This is an optimization exercise on Yosys and OpenROAD, whose aim is small area, a short achievable clock period and few clock cycles per item, not a production implementation. In this exercise RTL edits were held to simulation tests only and were not proved equivalent to the original. No activity file was given, so power comes from the tool's default toggle rates.

## build 88
## fc_codec
module fc_codec (
    input  wire       clk,
    input  wire       rst,         
    input  wire       req_valid,
    output wire       req_ready,
    input  wire [7:0] req_data,
    output wire       res_valid,
    input  wire       res_ready,
    output wire [7:0] res_data
);
    localparam [7:0] ST_OK  = 8'd0;
    localparam [7:0] ST_IPS = 8'd1;    
    localparam [7:0] ST_NSC = 8'd2;    
    localparam [7:0] ST_CKM = 8'd3;    
    localparam [1:0] K_RES  = 2'd0,    
                     K_ENC  = 2'd1,    
                     K_DEC  = 2'd2,    
                     K_FAIL = 2'd3;    
    localparam W_OP = 0, W_EN0 = 1, W_EN1 = 2, W_EPAY = 3, W_SKIP = 4,
               W_DM0 = 5, W_DM1 = 6, W_DR0 = 7, W_DR1 = 8, W_DRAW = 9;
    localparam SC_FIRST = 0, SC_ZEROS = 1, SC_LEN = 2, SC_LCS = 3,
               SC_PAY = 4, SC_DCS = 5, SC_RES = 6;
    localparam R_NEXT = 0, R_HDR = 1, R_PAY = 2, R_DCS = 3, R_END = 4;
    reg [7:0] now;
    always @(posedge clk)
        if (rst) now <= 8'd0;
  ...
For scale: roughly 4300 cells after synthesis, about 2400 flip-flops, roughly 22 I/O pins.
export LEC_CHECK = 0
export CAP_MARGIN = 20
export CORE_MARGIN = 2
export CORE_UTILIZATION = 65
export CTS_CLUSTER_DIAMETER = 80
export CTS_CLUSTER_SIZE = 30
export SLEW_MARGIN = 20
create_clock -name core_clock -period 10.0 [get_ports {clk}]
standard.sh (not shown) runs the stock make flow with config.mk's settings and CLKGATE_MAP_FILE= SYNTH_SCRIPT=/design/flow/synth_recipe.tcl, a recipe that flattens the netlist after the stock synthesis.
==> flow/flow/run.sh <==
#!/bin/bash
# The standard layout (the standard.sh: standard synthesis, floorplan,
# power grid, placement, CTS and routing, all unchanged) with timing repair
# told to keep 6.75 ns of setup slack on the 10 ns clock, i.e. to aim at a
# 3.25 ns cycle, instead of stopping once paths fit in the clock.
set -euo pipefail
bash standard.sh SETUP_SLACK_MARGIN=6.75 finish > standard_flow.log 2>&1
Having completed the whole flow, build 88 delivered a layout that passed the timing, DRC and antenna checks.
Testbench counts of build 88, summed over its fixed seeds: cycles 38,935, items 1,280.
Input-level comparison between trial 60 and build 88:
Settings: a change of CORE_UTILIZATION from 65 to 60.
==> flow/flow/run.sh <==
#!/bin/bash
# The standard layout (the standard.sh: standard synthesis, floorplan,
# power grid, placement, CTS and routing, all unchanged) with timing repair
# told to keep 6.7 ns of setup slack on the 10 ns clock, i.e. to aim at a
# 3.3 ns cycle, instead of stopping once paths fit in the clock.
set -euo pipefail
bash standard.sh SETUP_SLACK_MARGIN=6.7 finish > standard_flow.log 2>&1
==> run summary <==
- Compared with build 88, trial 60 shows a horizontal die dimension that is about 4% higher.
- Between trial 60 and build 88, the proportion of power drawn by the clock network is lower for build 88.
- Build 88 -> trial 60: synthesized cell count delta 0, exact match
- Trial 60 vs build 88 on clock-buffer cell count: trial 60 is the higher one.
- Register area: trial 60 vs build 88 — no meaningful difference
- Looking only at largest net degree at the start of global routing, and setting everything else aside, the lower value of trial 60 and build 88 goes to build 88.
- Changes observed in trial 60 relative to build 88: worst setup margin went down 0.020 ns, post-route worst hold slack went up 0.0095 ns, height of the die went up about 4%.


== garnet ==
Starting RTL as in the previous note.
Settings: LEC_CHECK=0, CAP_MARGIN=20, CORE_MARGIN=2, CORE_UTILIZATION=60, CTS_CLUSTER_DIAMETER=80, CTS_CLUSTER_SIZE=30, SLEW_MARGIN=20; clock period 10.0 ns.
==> flow/flow/run.sh <==
#!/bin/bash
# The standard layout (the standard.sh: standard synthesis, floorplan,
# power grid, placement, CTS and routing, all unchanged) with timing repair
# told to keep 6.75 ns of setup slack on the 10 ns clock, i.e. to aim at a
# 3.25 ns cycle, instead of stopping once paths fit in the clock.
set -euo pipefail
bash standard.sh SETUP_SLACK_MARGIN=6.75 finish > standard_flow.log 2>&1
Testbench counts of garnet, summed over its fixed seeds: cycles 38,935, items 1,280.
The inputs of quartz differ from those of garnet as listed below.
==> flow/flow/run.sh <==
#!/bin/bash
# The standard layout (the standard.sh: standard synthesis, floorplan,
# power grid, placement, CTS and routing, all unchanged) with timing repair
# told to keep 6.7 ns of setup slack on the 10 ns clock, i.e. to aim at a
# 3.3 ns cycle, instead of stopping once paths fit in the clock.
set -euo pipefail
bash standard.sh SETUP_SLACK_MARGIN=6.7 finish > standard_flow.log 2>&1
--- a/flow/config.mk
+++ b/flow/config.mk
@@ -9,5 +9,5 @@
 export CORE_MARGIN = 2
-export CORE_UTILIZATION = 60
+export CORE_UTILIZATION = 50
 export CTS_CLUSTER_DIAMETER = 80
-export CTS_CLUSTER_SIZE = 30
+export CTS_CLUSTER_SIZE = 20
 export SLEW_MARGIN = 20
--- outcome ---
quartz: largest stage delay on the critical path is 0.03 ns lower than what garnet reported. quartz does worse than garnet on setup slack on the worst flop-to-flop path. Total power (quartz vs. garnet) increases by a little under 10%. Hold path depth delta (quartz -> garnet): insignificant. Worst setup path startpoint: ro[2]$_DFF_P_ -> quartz, ro[3]$_DFF_P_ -> garnet. In the flow results for garnet and quartz, the final design area excluding fillers is larger on quartz.
> inputs changed (quartz -> maple)
--- a/flow/config.mk
+++ b/flow/config.mk
@@ -9,5 +9,5 @@
 export CORE_MARGIN = 2
-export CORE_UTILIZATION = 50
+export CORE_UTILIZATION = 60
 export CTS_CLUSTER_DIAMETER = 80
-export CTS_CLUSTER_SIZE = 20
+export CTS_CLUSTER_SIZE = 24
 export SLEW_MARGIN = 20
### Flow results
- maple: done, clean on timing, DRC and antenna
- Per the comparison of maple with quartz, core utilization of the finished layout shows an increase of 10 points, count of clock-buffer cells in the layout shows a reduction of 22, fraction of power spent switching nets shows a reduction of 0.38 points, number of nets at the end of the flow shows a reduction of 0.91%.
- In the metrics for quartz and maple, the one carrying the higher global-route usage is maple.
- Final standard cell area without fillers, maple vs quartz: down by a few percent
- Summary of maple over quartz: worst path arrival time rose 2.65 ns; proportion of layout cells with a drive suffix above 1 fell 1.3 points.
#### Input delta (violet over maple)
==> flow/flow/run.sh <==
#!/bin/bash
# The standard layout (the standard.sh: standard synthesis, floorplan,
# power grid, placement, CTS and routing, all unchanged) with timing repair
# told to keep 6.8 ns of setup slack on the 10 ns clock, i.e. to aim at a
# 3.2 ns cycle, instead of stopping once paths fit in the clock.
set -euo pipefail
bash standard.sh SETUP_SLACK_MARGIN=6.8 finish > standard_flow.log 2>&1
--- a/flow/config.mk
+++ b/flow/config.mk
@@ -11,3 +11,3 @@
 export CTS_CLUSTER_DIAMETER = 80
-export CTS_CLUSTER_SIZE = 24
+export CTS_CLUSTER_SIZE = 30
 export SLEW_MARGIN = 20
Notes after the runs:
In the metrics for maple and violet, the one carrying the lower share of the core filled with cells in the final layout is violet. Compared with maple, length of routed met3 wiring in violet increased by more than 10%. On sequential standard cell area, maple tracks violet almost exactly. Taking maple as the reference, in violet area growth from synthesis to layout went down by 0.59 points, cell count -about 0.4%.
Input changes introduced in ember (baseline for comparison: violet):
==> flow/flow/run.sh <==
#!/bin/bash
# The standard layout (the standard.sh: standard synthesis, floorplan,
# power grid, placement, CTS and routing, all unchanged) with timing repair
# told to keep 6.7 ns of setup slack on the 10 ns clock, i.e. to aim at a
# 3.3 ns cycle, instead of stopping once paths fit in the clock.
set -euo pipefail
bash standard.sh SETUP_SLACK_MARGIN=6.7 finish > standard_flow.log 2>&1
--- a/flow/config.mk
+++ b/flow/config.mk
@@ -9,3 +9,3 @@
 export CORE_MARGIN = 2
-export CORE_UTILIZATION = 60
+export CORE_UTILIZATION = 50
 export CTS_CLUSTER_DIAMETER = 80
[summary]
ember against violet; post-layout total power is up by a few percent.
Setup slack in ember is larger than in violet.
| minimum clock period after layout | lower: ember |
ember vs. violet: final instance area went up by 1.1%.
Looking at critical path launch point, the ro[1]$_DFF_P_ result is from violet; the ro[2]$_DFF_P_ one comes from ember.
Relative to violet, total length of routed met2 wires has gone up in ember.
Delta (ember minus violet): initial antenna violation count now larger, proportion of cell area spent on the clock network now larger, total global-route track usage now smaller.
On hold slack: ember sits above violet.
violet has lower detailed-route wire length on metal 1 than ember.

[re-timing with driven ports]
How much do the figures lean on ideal ports? The routed layouts below were timed once more, with nothing changed but the port constraints.
Step 1, drivers: a clkbuf_16 drives clk and a buf_2 each remaining input, both assumed.
Step 2, shift: input delay + t, output delay - t, t = (earliest + latest rising clock arrival at the registers) / 2. This alone moves slack from input paths to output paths.
Three values: no drivers, after step 1, after step 2; two values: the first two.
run	t (ns)	setup slack, ns	worst setup path at the end	slew at the worst register clock pin (ns)	cell pins on the clock port's net
build 88	0.774	6.758 / 6.690 / 6.103	input to register	0.11 / 0.11	1
trial 60	0.772	6.738 / 6.669 / 6.015	input to register	0.12 / 0.12	1
garnet	0.763	6.722 / 6.656 / 6.079	input to register	0.12 / 0.12	1
quartz	0.821	6.704 / 6.632 / 6.020	input to register	0.09 / 0.09	1
maple	0.776	6.650 / 6.637 / 5.861	input to register	0.10 / 0.10	1
violet	0.762	6.748 / 6.682 / 6.128	input to register	0.11 / 0.11	1
ember	0.779	6.761 / 6.691 / 6.004	input to register	0.11 / 0.11	1
After both steps setup and hold are still met in every run listed. The setup slack of maple, which loses most, moves by -0.013 ns with the drivers and by -0.789 ns with both steps.
